Context: an optimization exercise on an open-source flow, tuned for small area, a short achievable clock period and few clock cycles. The choices shown serve that exercise and are no tape-out recipe.
At most, simulation tests tie the RTL to the original design; equivalence was not proved.
No activity file was given, so power comes from the tool's default toggle rates.

==> build 94 <==
## sumedh_engine
module sumedh_engine (
    input  wire        clk,
    input  wire        rst,           
    output wire        mem_valid,
    output wire        mem_we,
    output wire [15:0] mem_addr,
    output wire [15:0] mem_wdata,
    input  wire        mem_ready,
    input  wire [15:0] mem_rdata,
    output wire        halted,
    output wire        fault_valid,
    output wire [2:0]  fault_cause,
    output wire [15:0] fault_addr,
    output wire [15:0] fault_word,
    output wire [15:0] fault_info,
    output wire [15:0] pc_out,
    output wire [3:0]  flags,         
    input  wire [2:0]  dbg_sel,
    output wire [15:0] dbg_data
);
    localparam [2:0] F_UNKNOWN_OP = 3'd1,
                     F_PROTECTED  = 3'd2,
                     F_STACK_OVF  = 3'd3,
                     F_STACK_UNF  = 3'd4,
                     F_DIV_ZERO   = 3'd5,
                     F_BAD_REG    = 3'd6;
    reg [15:0] x0, x1, x2, x3, x4, x5, x6, x7;
    reg [15:0] IR;        
    reg [2:0]  bi;        
    reg        iv;        
    reg [15:0] FA;        
    reg        dv;        
    reg        wbv;       
    reg        wb_pc;     
    reg [2:0]  wb_dst;    
    reg        hlt;
    reg        fz, fn, fc, fv;
    reg        flt;
    reg [2:0]  cause;
    reg [15:0] R;         
    reg [3:0]  cnt;
    reg        md_busy;
    reg        md_div;
    function [16:0] add16(input [15:0] a, input [15:0] b, input ci);
        integer i;
        reg c;
        begin
            c = ci;
  ...
export LEC_CHECK = 0
export ABC_AREA = 1
export CAP_MARGIN = 20
export CORE_MARGIN = 2
export CORE_UTILIZATION = 40
export PLACE_DENSITY = 0.75
export SLEW_MARGIN = 20
create_clock -name core_clock -period 36.0 [get_ports {clk}]
standard.sh (not shown) runs the stock make flow with config.mk's settings and CLKGATE_MAP_FILE= SYNTH_SCRIPT=/design/flow/synth_recipe.tcl, a recipe that flattens the netlist after the stock synthesis.
==> flow/flow/run.sh <==
#!/bin/bash
# The standard layout (the standard.sh, unchanged synthesis and steps),
# with the port buffers made from buf_2 cells instead of the default choice.
set -euo pipefail
export BUFFER_PORTS_ARGS="-buffer_cell sky130_fd_sc_hd__buf_2"
bash standard.sh > standard_flow.log 2>&1
==> trial 63 (differences from build 94) <==
--- a/flow/design.v
+++ b/flow/design.v
@@ -21,17 +21,16 @@
     localparam [2:0] F_UNKNOWN_OP = 3'd1,
                      F_PROTECTED  = 3'd2,
                      F_STACK_OVF  = 3'd3,
                      F_STACK_UNF  = 3'd4,
                      F_DIV_ZERO   = 3'd5,
                      F_BAD_REG    = 3'd6;
     reg [15:0] x0, x1, x2, x3, x4, x5, x6, x7;
     reg [15:0] IR;        
-    reg [2:0]  bi;        
     reg        iv;        
     reg [15:0] FA;        
     reg        dv;        
     reg        wbv;       
     reg        wb_pc;     
     reg [2:0]  wb_dst;    
     reg        hlt;
     reg        fz, fn, fc, fv;
@@ -118,17 +117,17 @@
     wire is_pop  = is_stk && (smode == 2'd1);
     wire is_push = is_stk && !smode[0];
     wire is_call = is_cr && !IR[11];
     wire is_ret  = is_cr && IR[11];
     wire stk_up  = is_pop || is_ret;            
     wire is_mem  = is_ldst || is_stk || is_cr;
     wire is_wr   = is_st || is_push || is_call;
     wire [2:0]  a_idx = rd;
-    wire [2:0]  b_idx = bi;
+    wire [2:0]  b_idx = is_stk ? IR[3:1] : (is_sh ? IR[5:3] : rs);
     reg  [15:0] a_val, b_reg, d_val;
     always @(*) begin
         case (dbg_sel)
             3'd0: d_val = x0;
             3'd1: d_val = x1;
             3'd2: d_val = x2;
             3'd3: d_val = x3;
             3'd4: d_val = x4;
@@ -386,20 +385,18 @@
                 3'd6: x6 <= w_dat;
                 default: x7 <= w_dat;
             endcase
         end
     end
     always @(posedge clk) begin
         wb_pc  <= is_cr;
         wb_dst <= is_ld ? rd : IR[3:1];
-        if (ld_ir) begin
+        if (ld_ir)
             IR <= W;
-            bi <= (W[15:12] == 4'hC) ? W[3:1] : ((W[15:12] == 4'h8) ? W[5:3] : W[8:6]);
-        end
         if (e_halt)
             cause <= e_cause;
         if (!md_busy) begin
             md_div <= is_div;
             if (is_div) begin
                 R   <= rot & ~lm;                      
                 cnt <= a_msb - b_msb;
             end else begin
@@ -437,19 +434,19 @@
             end
             wbv <= e_mem && mem_ready && !is_wr;
             if (e_setup)
                 md_busy <= 1'b1;
             else if (md_busy && !hlt && cnt == 4'd0)
                 md_busy <= 1'b0;
             if (e_done || ld_ir)
                 iv <= ld_ir;
-            if (!e_halt && !hlt)
+            if (!e_halt)
                 dv <= f_acc && !br_take && !e_setup;
-            if (e_halt || hlt)
+            if (e_halt)
                 ;
             else if (wbv && wb_pc)
                 FA <= mem_rdata;
             else if (e_call && mem_ready)
                 FA <= br_tgt;
             else if (e_setup || w_lost || (dv && w_stale && mem_ready))
                 FA <= P;
             else if (br_take)
--- a/flow/config.mk
+++ b/flow/config.mk
@@ -4,10 +4,9 @@
 export VERILOG_FILES = /design/flow/design.v
 export SDC_FILE = /design/flow/constraint.sdc
 export NUM_CORES = 4
 export LEC_CHECK = 0
 export ABC_AREA = 1
 export CAP_MARGIN = 20
 export CORE_MARGIN = 2
 export CORE_UTILIZATION = 40
-export PLACE_DENSITY = 0.75
 export SLEW_MARGIN = 20
==> build 21 (differences from build 94) <==
--- a/flow/design.v
+++ b/flow/design.v
@@ -21,18 +21,18 @@
     localparam [2:0] F_UNKNOWN_OP = 3'd1,
                      F_PROTECTED  = 3'd2,
                      F_STACK_OVF  = 3'd3,
                      F_STACK_UNF  = 3'd4,
                      F_DIV_ZERO   = 3'd5,
                      F_BAD_REG    = 3'd6;
     reg [15:0] x0, x1, x2, x3, x4, x5, x6, x7;
     reg [15:0] IR;        
-    reg [2:0]  bi;        
     reg        iv;        
+    reg [15:0] P;         
     reg [15:0] FA;        
     reg        dv;        
     reg        wbv;       
     reg        wb_pc;     
     reg [2:0]  wb_dst;    
     reg        hlt;
     reg        fz, fn, fc, fv;
     reg        flt;
@@ -90,18 +90,16 @@
     function [3:0] msb16(input [15:0] v);
         integer k;
         begin
             msb16 = 4'd0;
             for (k = 1; k < 16; k = k + 1)
                 if (v[k]) msb16 = k[3:0];
         end
     endfunction
-    wire [16:0] p_s = add16(FA, {16{dv}}, 1'b0);
-    wire [15:0] P   = p_s[15:0];
     wire [3:0]  op  = IR[15:12];
     wire [2:0]  rd  = IR[11:9];
     wire [2:0]  rs  = IR[8:6];
     wire        imm = IR[0];
     wire is_hlt  = (op == 4'h0);
     wire is_add  = (op == 4'h1);
     wire is_mul  = (op == 4'h3);
     wire is_div  = (op == 4'h4);
@@ -118,17 +116,17 @@
     wire is_pop  = is_stk && (smode == 2'd1);
     wire is_push = is_stk && !smode[0];
     wire is_call = is_cr && !IR[11];
     wire is_ret  = is_cr && IR[11];
     wire stk_up  = is_pop || is_ret;            
     wire is_mem  = is_ldst || is_stk || is_cr;
     wire is_wr   = is_st || is_push || is_call;
     wire [2:0]  a_idx = rd;
-    wire [2:0]  b_idx = bi;
+    wire [2:0]  b_idx = is_stk ? IR[3:1] : (is_sh ? IR[5:3] : rs);
     reg  [15:0] a_val, b_reg, d_val;
     always @(*) begin
         case (dbg_sel)
             3'd0: d_val = x0;
             3'd1: d_val = x1;
             3'd2: d_val = x2;
             3'd3: d_val = x3;
             3'd4: d_val = x4;
@@ -192,17 +190,18 @@
             2'd2: sh_res = sh_big ? {16{a_val[15]}} : ((rot & hm) | ({16{a_val[15]}} & ~hm));
             default: sh_res = rot;
         endcase
     end
     reg [15:0] alu_res;
     always @(*) begin
         case (op)
             4'h1, 4'h2: alu_res = as[15:0];
-            4'h4:       alu_res = {15'd0, div_same};                      
+            4'h3:       alu_res = b_val[0] ? a_val : 16'd0;              
+            4'h4:       alu_res = b_le1 ? a_val : {15'd0, div_same};      
             4'h5:       alu_res = a_val & b_val;
             4'h6:       alu_res = a_val | b_val;
             4'h7:       alu_res = a_val ^ b_val;
             4'h8:       alu_res = sh_res;
             default:    alu_res = b_val;                                 
         endcase
     end
     wire [15:0] agu_base = is_ldst ? b_reg : sp;
@@ -242,17 +241,17 @@
             F_UNKNOWN_OP: info = 16'h000C;
             F_PROTECTED:  info = agu;
             F_STACK_OVF,
             F_STACK_UNF:  info = sp;
             F_BAD_REG:    info = is_sh ? {10'd0, IR[8:3]} : {7'd0, IR[9:1]};
             default:      info = 16'd0;
         endcase
     end
-    wire [3:0]  mul_t = {1'b0, b_msb[3:1]} + {3'd0, b_msb[0] | (b_msb[3:1] == 3'd0)};
+    wire [3:0]  mul_t = {1'b0, b_msb[3:1]} + {3'd0, b_msb[0]};    
     wire [3:0]  bd_i  = md_busy ? cnt : mul_t;
     wire [18:0] bx    = {2'b00, b_val, 1'b0};
     reg  [2:0]  bw;
     always @(*) begin
         case (bd_i)
             4'd0: bw = bx[2:0];
             4'd1: bw = bx[4:2];
             4'd2: bw = bx[6:4];
@@ -270,18 +269,18 @@
     wire [15:0] pp_mag = bd_two ? {a_val[14:0], 1'b0} : (bd_one ? a_val : 16'd0);
     wire [15:0] pp     = bd_neg ? ~pp_mag : pp_mag;
     wire [16:0] md_x  = md_div ? {R, a_val[15]} : {1'b0, R[13:0], 2'b00};
     wire [16:0] md_y  = md_div ? ~{1'b0, b_val} : {1'b0, pp};
     wire [17:0] md_s  = add17(md_x, md_y, md_div || bd_neg);
     wire        md_ge = md_s[17];
     wire [15:0] md_r  = (md_div && !md_ge) ? md_x[15:0] : md_s[15:0];
     wire [15:0] md_q  = {a_val[14:0], md_ge};
-    wire mul_slow = is_mul;
-    wire div_slow = is_div && !div0 && !div_same && !a_lt_b;
+    wire mul_slow = is_mul && !b_le1;
+    wire div_slow = is_div && !b_le1 && !div_same && !a_lt_b;
     wire e_act   = iv && !wbv && !hlt;              
     wire e_halt  = e_act && !md_busy && (is_hlt || e_flt);
     wire e_mem   = e_act && is_mem && !e_flt;       
     wire e_memop = e_act && !md_busy && is_mem;
     wire e_setup = e_act && !md_busy && (mul_slow || div_slow);
     reg  e_done;                                    
     always @(*) begin
         if (!iv)
@@ -328,17 +327,17 @@
     wire f_req = !hlt && !e_memop && !(wbv && wb_pc) && !(md_busy && cnt[3:1] != 3'd0);
     assign mem_valid = e_mem || f_req;
     assign mem_we    = e_memop && is_wr;
     assign mem_addr  = e_memop ? d_addr : FA;
     assign mem_wdata = is_st    ? a_val :
                        is_call  ? P :
                        smode[1] ? {7'd0, IR[9:1]} : b_reg;
     wire f_acc = f_req && mem_ready;
-    wire [16:0] pm1 = add16(FA, {15'h7FFF, ~dv}, 1'b0);    
+    wire [16:0] pm1 = add16(P, 16'hFFFF, 1'b0);
     wire [16:0] fa1 = add16(FA, 16'd0, 1'b1);
     assign halted      = hlt;
     assign fault_valid = flt;
     assign fault_cause = cause;
     assign fault_addr  = pm1[15:0];
     assign fault_word  = IR;
     assign fault_info  = info;
     assign pc_out      = P;
@@ -362,17 +361,17 @@
             end else if (is_mem) begin
                 w_en  = (is_stk || is_cr) && mem_ready;
                 w_idx = 3'd0;
                 w_dat = agu;
             end else if (e_setup) begin
                 w_en  = is_div;
                 w_dat = sh_res;                        
             end else
-                w_en  = is_alu || is_sh || is_div;
+                w_en  = is_alu || is_sh || is_mul || is_div;
         end
     end
     always @(posedge clk) begin
         if (rst) begin
             x0 <= 16'hFFFF;
             x1 <= 16'd0; x2 <= 16'd0; x3 <= 16'd0;
             x4 <= 16'd0; x5 <= 16'd0; x6 <= 16'd0; x7 <= 16'd0;
         end else if (w_en) begin
@@ -388,17 +387,17 @@
             endcase
         end
     end
     always @(posedge clk) begin
         wb_pc  <= is_cr;
         wb_dst <= is_ld ? rd : IR[3:1];
         if (ld_ir) begin
             IR <= W;
-            bi <= (W[15:12] == 4'hC) ? W[3:1] : ((W[15:12] == 4'h8) ? W[5:3] : W[8:6]);
+            P  <= FA;
         end
         if (e_halt)
             cause <= e_cause;
         if (!md_busy) begin
             md_div <= is_div;
             if (is_div) begin
                 R   <= rot & ~lm;                      
                 cnt <= a_msb - b_msb;
@@ -437,21 +436,18 @@
             end
             wbv <= e_mem && mem_ready && !is_wr;
             if (e_setup)
                 md_busy <= 1'b1;
             else if (md_busy && !hlt && cnt == 4'd0)
                 md_busy <= 1'b0;
             if (e_done || ld_ir)
                 iv <= ld_ir;
-            if (!e_halt && !hlt)
-                dv <= f_acc && !br_take && !e_setup;
-            if (e_halt || hlt)
-                ;
-            else if (wbv && wb_pc)
+            dv <= f_acc && !br_take && !e_setup;
+            if (wbv && wb_pc)
                 FA <= mem_rdata;
             else if (e_call && mem_ready)
                 FA <= br_tgt;
             else if (e_setup || w_lost || (dv && w_stale && mem_ready))
                 FA <= P;
             else if (br_take)
                 FA <= br_tgt;
             else if (f_acc)
--- a/flow/config.mk
+++ b/flow/config.mk
@@ -4,10 +4,9 @@
 export VERILOG_FILES = /design/flow/design.v
 export SDC_FILE = /design/flow/constraint.sdc
 export NUM_CORES = 4
 export LEC_CHECK = 0
 export ABC_AREA = 1
 export CAP_MARGIN = 20
 export CORE_MARGIN = 2
 export CORE_UTILIZATION = 40
-export PLACE_DENSITY = 0.75
 export SLEW_MARGIN = 20
==> notes <==
Die area, lowest first: build 94, trial 63, build 21.
Between trial 63 and build 21, the lower fmax is in build 21 (gap about 0.6%, measured against build 21).
Against build 21, the sequential power of trial 63 is lower by about 7%.
The highest non-clock buffer count belongs to trial 63, the lowest to build 94.
Against trial 63, the hold slack of build 94 is worse by 0.027 ns.
Final cell count: build 21 > trial 63 > build 94.
Sequential share of layout area, highest first: build 21, build 94, trial 63.
Sequential cell count: trial 63 < build 94 < build 21.
==> figures <==
Outcome: build 21 finished clean; trial 63 finished clean; build 94 finished clean
Power share of the sequential group: build 21 24.2%; trial 63 21.2%; build 94 23.7%
Pin count of the biggest net entering global routing: build 21 71; trial 63 91; build 94 95
Static leakage: build 21 11.1 nW; trial 63 10.2 nW; build 94 10.1 nW
Fraction of standard cell area that is sequential: build 21 19.0%; trial 63 18.2%; build 94 18.6%
Non-CTS inverters: build 21 468; trial 63 450; build 94 461
Post-route met1 wirelength: build 21 44100 µm; trial 63 42600 µm; build 94 39100 µm
Met3 layer usage reported by global route: build 21 8.23%; trial 63 10.5%; build 94 9.70%
Tot GR Track Use: build 21 37.4%; trial 63 38.3%; build 94 37.3%
Overall power of the completed layout: build 21 1.16 mW; trial 63 1.24 mW; build 94 1.09 mW
Cell at the slowest stage of the critical path: build 21 sky130_fd_sc_hd__nand3_1; trial 63 sky130_fd_sc_hd__a31oi_1; build 94 sky130_fd_sc_hd__nand3_1
Flop and latch count out of synthesis: build 21 214; trial 63 198; build 94 201
Y dimension of the die: build 21 239 µm; trial 63 233 µm; build 94 233 µm
Width of the chip: build 21 239 µm; trial 63 233 µm; build 94 233 µm
Fin area: build 21 24500 µm²; trial 63 22900 µm²; build 94 22900 µm²
Routed wire length on met2: build 21 45000 µm; trial 63 43800 µm; build 94 42100 µm
Non-filler instance count after layout: build 21 4361; trial 63 4076; build 94 3977
Testbench counts of build 21, summed over its fixed seeds: cycles 108,425.
For build 94 and trial 63, only the layout was checked, not whether the RTL still works.

## static timing again, ports no longer ideal
How much do the figures lean on ideal ports? The routed layouts below were timed once more, with nothing changed but the port constraints. Step 1 (the two cells are an assumption about what drives the block):
set clk [get_ports {clk}]
set_driving_cell -lib_cell sky130_fd_sc_hd__clkbuf_16 $clk
set_driving_cell -lib_cell sky130_fd_sc_hd__buf_2 [delete_from_list [all_inputs] $clk]
Step 2 adds t to the input delays and takes it off the output delays; t is the mean of the earliest and latest rising clock arrival at the registers after step 1. Input paths then give back, and output paths get back, about the clock's delay inside the block. Three values: ideal ports, drivers, drivers and shift; two values: the first two.
run	t (ns)	setup slack, ns	worst register clock-pin slew, ns
build 94	0.649	19.773 / 19.753 / 19.753	0.07 / 0.07
trial 63	0.579	19.726 / 19.666 / 19.742	0.09 / 0.09
build 21	0.668	19.626 / 19.606 / 19.606	0.07 / 0.07
After both steps every run listed still meets setup and hold.
